From an optimization exercise on the open Yosys and OpenROAD flow, aimed at small area, a short achievable clock period and few clock cycles per item; shortcuts taken in it are not production practice. At most, simulation tests tie the RTL to the original design; equivalence was not proved. No activity file was given, so power comes from the tool's default toggle rates.

== the previous run ==
==> flow/design.v <==
module rm_encoder (
    input  wire       clk,
    input  wire       rst,
    input  wire       in_valid,
    input  wire [7:0] in_data,
    input  wire       in_eos,
    output wire       in_ready,
    output wire       out_valid,
    output wire [7:0] out_data,
    output wire       out_last,
    input  wire       out_ready
);
    localparam [2:0] R_IDLE  = 3'd0,
                     R_COUNT = 3'd1,
                     R_ENTRY = 3'd2,
                     R_LIT   = 3'd3,
                     R_TERM1 = 3'd4,
                     R_TERM2 = 3'd5;
    reg [7:0]  data [0:31];
    reg [2:0]  cnt  [0:31];
    reg [31:0] first;          
    reg       rdy;             
    reg [4:0] w;               
    reg       wfull;           
    reg       pend;            
    reg [4:0] pend_pos;
    reg [7:0] cop;             
    reg [2:0] ncand;           
    reg [1:0] term_cnt;        
    reg [2:0] rs;
    reg [4:0] r;               
    reg [2:0] k;               
    reg [2:0] b;               
    reg       parity;          
    reg       ov, sv;
    reg [7:0] od, sd;
    reg       ol, sl;
    integer q;
    reg [31:0] eq;
    always @(*)
        for (q = 0; q < 32; q = q + 1)
            eq[q] = (data[q] == cop);
    reg [31:0] peq;            
    reg [2:0]  prev_cnt;
    reg        new_cand;       
    always @(*) begin
        prev_cnt = 3'd0;
        new_cand = 1'b0;
        for (q = 0; q < 32; q = q + 1) begin
            peq[q] = eq[q] & (q < pend_pos);
            prev_cnt = prev_cnt | (peq[q] ? cnt[q] : 3'd0);
            new_cand = new_cand | (peq[q] & (cnt[q] == 3'b110));
        end
    end
    wire       prev_any  = |peq;
    wire [2:0] new_cnt   = !prev_any ? 3'b000 :
                           (prev_cnt == 3'b100) ? 3'b100 : {prev_cnt[1:0], ~prev_cnt[2]};
    wire       new_first = ~prev_any;
    reg [31:0] big, cand;
    always @(*)
        for (q = 0; q < 32; q = q + 1) begin
            big[q]  = cnt[q][2] & ~cnt[q][1];
            cand[q] = first[q] & big[q];
        end
    wire [31:0] pf0 = {cand[30:0], 1'b0};
    wire [31:0] pf1 = pf0 | {pf0[30:0], 1'b0};
    wire [31:0] pf2 = pf1 | {pf1[29:0], 2'b0};
    wire [31:0] pf3 = pf2 | {pf2[27:0], 4'b0};
    wire [31:0] pf4 = pf3 | {pf3[23:0], 8'b0};
    wire [31:0] below = pf4 | {pf4[15:0], 16'b0};
    wire [31:0] sel = cand & ~below;
    reg [31:0] rdec;
    always @(*)
        for (q = 0; q < 32; q = q + 1)
            rdec[q] = (r == q);
    wire [31:0] msel = (rs == R_ENTRY) ? sel : rdec;
    reg [7:0] mux_val;
    always @(*) begin
        mux_val = 8'd0;
        for (q = 0; q < 32; q = q + 1)
            mux_val = mux_val | (msel[q] ? data[q] : 8'd0);
    end
    wire lit_here = ~|(rdec & big);
    wire [2:0] ncand_inc = ncand + 3'd1;
    wire [2:0] ncand_now = (pend && new_cand) ? ncand_inc : ncand;
    reg       nv;
    reg [7:0] nd;
    reg       nl;
    always @(*) begin
        nv = 1'b0;
        nd = 8'h00;
        nl = 1'b0;
        case (rs)
            R_COUNT: begin nv = 1'b1; nd = {5'd0, ncand_now}; end
            R_ENTRY: begin
                nv = 1'b1;
                case (b)
                    3'd0:    nd = mux_val;
                    3'd1:    nd = {eq[0], eq[1], eq[2], eq[3], eq[4], eq[5], eq[6], eq[7]};
                    3'd2:    nd = {eq[8], eq[9], eq[10], eq[11], eq[12], eq[13], eq[14], eq[15]};
                    3'd3:    nd = {eq[16], eq[17], eq[18], eq[19], eq[20], eq[21], eq[22], eq[23]};
                    default: nd = {eq[24], eq[25], eq[26], eq[27], eq[28], eq[29], eq[30], eq[31]};
                endcase
            end
            R_LIT:   begin nv = lit_here; nd = mux_val; end
            R_TERM1: begin nv = 1'b1; nd = 8'hFF; nl = ~parity; end
            R_TERM2: begin nv = 1'b1; nd = 8'hFF; nl = 1'b1; end
            default: ;
        endcase
    end
    wire produce = ~sv;                
    wire adv     = produce | ~nv;      
    assign in_ready = rdy;
    wire in_fire  = in_valid && rdy;
    wire wr_byte  = in_fire && !in_eos;
    wire eos_fire = in_fire && in_eos;
    wire fill     = wr_byte && (w == 5'd31);    
    wire tdone = produce && ((rs == R_TERM1 && !parity) || rs == R_TERM2);
    wire [1:0] terms_left = term_cnt - {1'b0, tdone};
    wire [2:0] next_job = (terms_left != 2'd0) ? R_TERM1 :
                          (wfull || fill)      ? R_COUNT : R_IDLE;
    reg [2:0] rs_n;
    reg [4:0] r_n;
    reg       wfull_n;
    always @(*) begin
        rs_n    = rs;
        r_n     = r;
        case (rs)
            R_IDLE:  rs_n = next_job;
            R_COUNT: if (produce) begin
                r_n  = 5'd0;
                rs_n = (ncand_now == 3'd0) ? R_LIT : R_ENTRY;
            end
            R_ENTRY: if (produce && b == 3'd4 && k + 3'd1 == ncand)
                rs_n = R_LIT;
            R_LIT: if (adv) begin
                r_n = r + 5'd1;
                if (r == 5'd31)
                    rs_n = next_job;
            end
            R_TERM1: if (produce)
                rs_n = parity ? R_TERM2 : next_job;
            R_TERM2: if (produce)
                rs_n = next_job;
            default: rs_n = R_IDLE;
        endcase
        wfull_n = (wfull || fill) && !(rs_n == R_COUNT && rs != R_COUNT);
    end
    wire [4:0] w_n        = eos_fire ? 5'd0 : wr_byte ? w + 5'd1 : w;
    wire [1:0] term_cnt_n = term_cnt + {1'b0, eos_fire} - {1'b0, tdone};
    wire       sv_n       = ov && !out_ready && (sv || nv);
    wire last_lit = (rs == R_LIT) && adv && (r == 5'd31);
    wire rdy_n = !fill && !wfull && !term_cnt[1] &&
                 ((rs == R_IDLE) || (rs == R_TERM1) || (rs == R_TERM2) || last_lit ||
                  ((rs == R_LIT) && ((w_n != r_n) || !sv_n)) ||
                  ((rs == R_ENTRY) && produce && (b == 3'd4) && (k + 3'd1 == ncand) && !sv_n));
    assign out_valid = ov;
    assign out_data  = od;
    assign out_last  = ol;
    integer p;
    always @(posedge clk) begin
        for (p = 0; p < 32; p = p + 1)
            if (rdy && w == p)
                data[p] <= in_data;
    end
    always @(posedge clk) begin
        for (p = 0; p < 32; p = p + 1) begin
            if (pend && pend_pos == p) begin
                cnt[p]   <= new_cnt;
                first[p] <= new_first;
            end else begin
                if (pend && peq[p] && !big[p])
                    cnt[p] <= {cnt[p][1:0], ~cnt[p][2]};
                if (rs == R_ENTRY && b == 3'd0 && produce && sel[p])
                    first[p] <= 1'b0;
            end
        end
    end
    always @(posedge clk) begin
        if (rst) begin
            rdy      <= 1'b0;
            w        <= 5'd0;
            wfull    <= 1'b0;
            pend     <= 1'b0;
            pend_pos <= 5'd0;
            cop      <= 8'd0;
            ncand    <= 3'd0;
            term_cnt <= 2'd0;
            rs       <= R_IDLE;
            r        <= 5'd0;
            k        <= 3'd0;
            b        <= 3'd0;
            parity   <= 1'b0;
            ov       <= 1'b0;
            od       <= 8'd0;
            ol       <= 1'b0;
            sv       <= 1'b0;
            sd       <= 8'd0;
            sl       <= 1'b0;
        end else begin
            rdy      <= rdy_n;
            w        <= w_n;
            wfull    <= wfull_n;
            term_cnt <= term_cnt_n;
            rs       <= rs_n;
            r        <= r_n;
            pend <= wr_byte;
            if (wr_byte) begin
                pend_pos <= w;
                cop      <= in_data;
            end
            if (pend) begin
                if (pend_pos == 5'd0)
                    ncand <= 3'd0;
                else if (new_cand)
                    ncand <= ncand_inc;
            end
            if (!ov || out_ready) begin
                if (sv) begin
                    ov <= 1'b1; od <= sd; ol <= sl;
                end else begin
                    ov <= nv; od <= nd; ol <= nl;
                end
            end else if (produce && nv) begin
                sd <= nd; sl <= nl;
            end
            sv <= sv_n;
            if (produce && nv)
                parity <= ~parity;
            if ((rs == R_TERM1 || rs == R_TERM2) && tdone)
                parity <= 1'b0;
            if (rs == R_COUNT && produce) begin
                k <= 3'd0;
                b <= 3'd0;
            end
            if (rs == R_ENTRY && produce) begin
                if (b == 3'd0)
                    cop <= mux_val;
                if (b == 3'd4) begin
                    b <= 3'd0;
                    k <= k + 3'd1;
                end else
                    b <= b + 3'd1;
            end
        end
    end
endmodule
Settings: LEC_CHECK=0, CAP_MARGIN=20, CORE_MARGIN=2, CORE_UTILIZATION=40, SLEW_MARGIN=20; clock period 11.0 ns.
run.sh (not shown) runs the stock make flow with config.mk's settings and CLKGATE_MAP_FILE= SYNTH_SCRIPT=/design/flow/synth_recipe.tcl, a recipe that flattens the netlist after the stock synthesis.
Relative to the previous run, the following input files were edited for the current run:
-- flow/design.v --
<<< the previous run, line 18
                     R_TERM2 = 3'd5;
    reg [7:0]  data [0:31];
    reg [2:0]  cnt  [0:31];
    reg [31:0] first;          
    reg       rdy;             
>>> the current run, line 18
                     R_TERM2 = 3'd5;
    reg [7:0]  data [0:31];
    reg [31:0] big;            
    reg [31:0] first;          
    reg       rdy;             
<<< the previous run, line 42
            eq[q] = (data[q] == cop);
    reg [31:0] peq;            
    reg [2:0]  prev_cnt;
    reg        new_cand;       
    always @(*) begin
        prev_cnt = 3'd0;
        new_cand = 1'b0;
        for (q = 0; q < 32; q = q + 1) begin
            peq[q] = eq[q] & (q < pend_pos);
            prev_cnt = prev_cnt | (peq[q] ? cnt[q] : 3'd0);
            new_cand = new_cand | (peq[q] & (cnt[q] == 3'b110));
        end
    end
    wire       prev_any  = |peq;
    wire [2:0] new_cnt   = !prev_any ? 3'b000 :
                           (prev_cnt == 3'b100) ? 3'b100 : {prev_cnt[1:0], ~prev_cnt[2]};
    wire       new_first = ~prev_any;
    reg [31:0] big, cand;
    always @(*)
        for (q = 0; q < 32; q = q + 1) begin
            big[q]  = cnt[q][2] & ~cnt[q][1];
            cand[q] = first[q] & big[q];
        end
    wire [31:0] pf0 = {cand[30:0], 1'b0};
    wire [31:0] pf1 = pf0 | {pf0[30:0], 1'b0};
>>> the current run, line 42
            eq[q] = (data[q] == cop);
    reg [31:0] peq;            
    reg [5:0]  nmatch;
    always @(*) begin
        nmatch = 6'd0;
        for (q = 0; q < 32; q = q + 1) begin
            peq[q] = eq[q] & (q < pend_pos);
            nmatch = nmatch + {5'd0, peq[q]};
        end
    end
    wire       prev_any  = |peq;
    wire       new_cand  = (nmatch == 6'd5);    
    wire       new_big   = (nmatch >= 6'd5);
    wire       new_first = ~prev_any;
    wire [31:0] cand = first & big;
    wire [31:0] pf0 = {cand[30:0], 1'b0};
    wire [31:0] pf1 = pf0 | {pf0[30:0], 1'b0};
<<< the previous run, line 167
        for (p = 0; p < 32; p = p + 1) begin
            if (pend && pend_pos == p) begin
                cnt[p]   <= new_cnt;
                first[p] <= new_first;
            end else begin
                if (pend && peq[p] && !big[p])
                    cnt[p] <= {cnt[p][1:0], ~cnt[p][2]};
                if (rs == R_ENTRY && b == 3'd0 && produce && sel[p])
                    first[p] <= 1'b0;
>>> the current run, line 159
        for (p = 0; p < 32; p = p + 1) begin
            if (pend && pend_pos == p) begin
                big[p]   <= new_big;
                first[p] <= new_first;
            end else begin
                if (pend && peq[p] && new_cand)
                    big[p] <= 1'b1;
                if (rs == R_ENTRY && b == 3'd0 && produce && sel[p])
                    first[p] <= 1'b0;
## What came out
- Delta (the current run minus the previous run): number of placed instances with taps included shows a reduction of about 15%; total global routing track utilization now sits lower; number of antenna cells inserted rose by 1; relative contribution of the clock network to total power decreased 1.4 points.
- The current run against the previous run: layout overhead on the synthesized area now sits lower; total vias in the final route -3,291; first-pass GRT wire length -18%.
- End point of the critical path: od[0] -> the current run, cnt[14][2] -> the previous run
No run of this note included a check of the RTL's function; only the layout flow was run.

* * *

rm_encoder, a different RTL version from the one above (not shown whole).
Size: roughly 2100 cells after synthesis, roughly 380 flip-flops, roughly 24 I/O pins.
==> flow/config.mk <==
export PLATFORM = sky130hd
export DESIGN_NAME = rm_encoder
export DESIGN_NICKNAME = rm_encoder
export VERILOG_FILES = /design/flow/design.v
export SDC_FILE = /design/flow/constraint.sdc
export NUM_CORES = 4
export LEC_CHECK = 0
export CAP_MARGIN = 20
export CORE_MARGIN = 2
export CORE_UTILIZATION = 40
export SLEW_MARGIN = 20
==> flow/constraint.sdc <==
create_clock -name core_clock -period 11.0 [get_ports {clk}]
set_input_delay 2.2000 -clock core_clock [delete_from_list [all_inputs] [get_ports {clk}]]
set_output_delay 2.2000 -clock core_clock [all_outputs]
set_load 0.01 [all_outputs]
standard.sh (not shown) runs the stock make flow with config.mk's settings and CLKGATE_MAP_FILE= SYNTH_SCRIPT=/design/flow/synth_recipe.tcl, a recipe that flattens the netlist after the stock synthesis.
==> flow/flow/run.sh <==
#!/bin/bash
bash standard.sh SETUP_SLACK_MARGIN=7 finish > standard.log 2>&1
The baseline produced a clean layout.
Then changed:
--- a/flow/design.v
+++ b/flow/design.v
@@ -97,22 +97,21 @@
         mux_val = 8'd0;
         for (q = 0; q < 32; q = q + 1)
             mux_val = mux_val | (msel[q] ? data[q] : 8'd0);
     end
     wire lit_here = ~|(rdec & big);
     wire [2:0] ncand_inc = ncand + 3'd1;
-    wire [2:0] ncand_now = (pend && new_cand) ? ncand_inc : ncand;
     reg       nv;
     reg [7:0] nd;
     reg       nl;
     always @(*) begin
         nv = 1'b0;
         nd = 8'h00;
         nl = 1'b0;
         case (rs)
-            R_COUNT: begin nv = 1'b1; nd = {5'd0, ncand_now}; end
+            R_COUNT: begin nv = 1'b1; nd = {5'd0, ncand}; end
             R_ENTRY: begin
                 nv = 1'b1;
                 case (b)
                     3'd0:    nd = mux_val;
                     3'd1:    nd = {eq[0], eq[1], eq[2], eq[3], eq[4], eq[5], eq[6], eq[7]};
                     3'd2:    nd = {eq[8], eq[9], eq[10], eq[11], eq[12], eq[13], eq[14], eq[15]};
@@ -133,24 +132,24 @@
     wire wr_byte  = in_fire && !in_eos;
     wire eos_fire = in_fire && in_eos;
     wire fill     = wr_byte && (w == 5'd31);    
     wire tdone = produce && ((rs == R_TERM1 && !parity) || rs == R_TERM2);
     wire [1:0] terms_left = term_cnt - {1'b0, tdone};
     wire [2:0] next_job = (terms_left != 2'd0) ? R_TERM1 :
-                          (wfull || fill)      ? R_COUNT : R_IDLE;
+                          wfull                ? R_COUNT : R_IDLE;
     wire last_entry = (rs == R_ENTRY) && produce && (b == 3'd4) && !more;
     reg [2:0] rs_n;
     reg [4:0] r_n;
     always @(*) begin
         rs_n = rs;
         r_n  = r;
         case (rs)
             R_IDLE:  rs_n = next_job;
             R_COUNT: if (produce) begin
                 r_n  = 5'd0;
-                rs_n = (ncand_now == 3'd0) ? R_LIT : R_ENTRY;
+                rs_n = (ncand == 3'd0) ? R_LIT : R_ENTRY;
             end
             R_ENTRY: if (last_entry)
                 rs_n = R_LIT;
             R_LIT: if (adv) begin
                 r_n = r + 5'd1;
                 if (r == 5'd31)
Count of clock-buffer cells in the layout shrinks by 8.
Setup slack is better by 0.21 ns.
Die area is lower by 4.4%.
Fmax goes up by 5.0%.
Register-to-register slack is better by 0.21 ns.
Non-clock buffer count drops by 53.
Total power decreases by 2.1%.
Wire length is lower by 7.0%.
Area after synthesis shrinks by 4.5%.
Cell count fell by 7.2%.
Global-route usage falls by 1.6 points.
Worst hold slack improves by 0.035 ns.
Testbench counts after the change, summed over its fixed seeds: cycles 40,456, bytes 29,871.
For the first run of this note, only the layout was checked, not whether the RTL still works.

## what the ideal ports hide
The results above use ideal ports. As a check the final layouts listed here were re-extracted and re-timed, cells and wires unchanged.
Step 1: set_driving_cell puts a clkbuf_16 on clk and a buf_2 on each other input, an assumption about the parent block.
Step 2 adds t to the input delays and takes it off the output delays; t is the mean of the earliest and latest rising clock arrival at the registers after step 1. Input paths then give back, and output paths get back, about the clock's delay inside the block.
a / b / c = ideal / step 1 / step 2; a / b = the first two.
| run | shift t [ns] | slack for setup (ns) | latest minus earliest clock arrival (ns) | slew at the worst register clock pin (ns) | worst data-port slew with drivers (ns) |
|---|---|---|---|---|---|
| the previous run | 0.690 | 5.751 / 5.751 / 5.751 | 0.055 / 0.055 | 0.07 / 0.07 | 0.04 |
| the current run | 0.665 | 2.199 / 2.199 / 2.199 | 0.039 / 0.039 | 0.07 / 0.07 | 0.04 |
| the first run of note 2 | 0.639 | 6.505 / 6.505 / 6.171 | 0.026 / 0.026 | 0.07 / 0.07 | 0.03 |
| the second run of note 2 | 0.633 | 6.719 / 6.719 / 6.553 | 0.026 / 0.025 | 0.07 / 0.07 | 0.03 |
After both steps setup and hold are still met in every run listed. For the first run of note 2, which loses most, drivers alone change the setup slack by 0.000 ns; drivers and shift together by -0.334 ns.
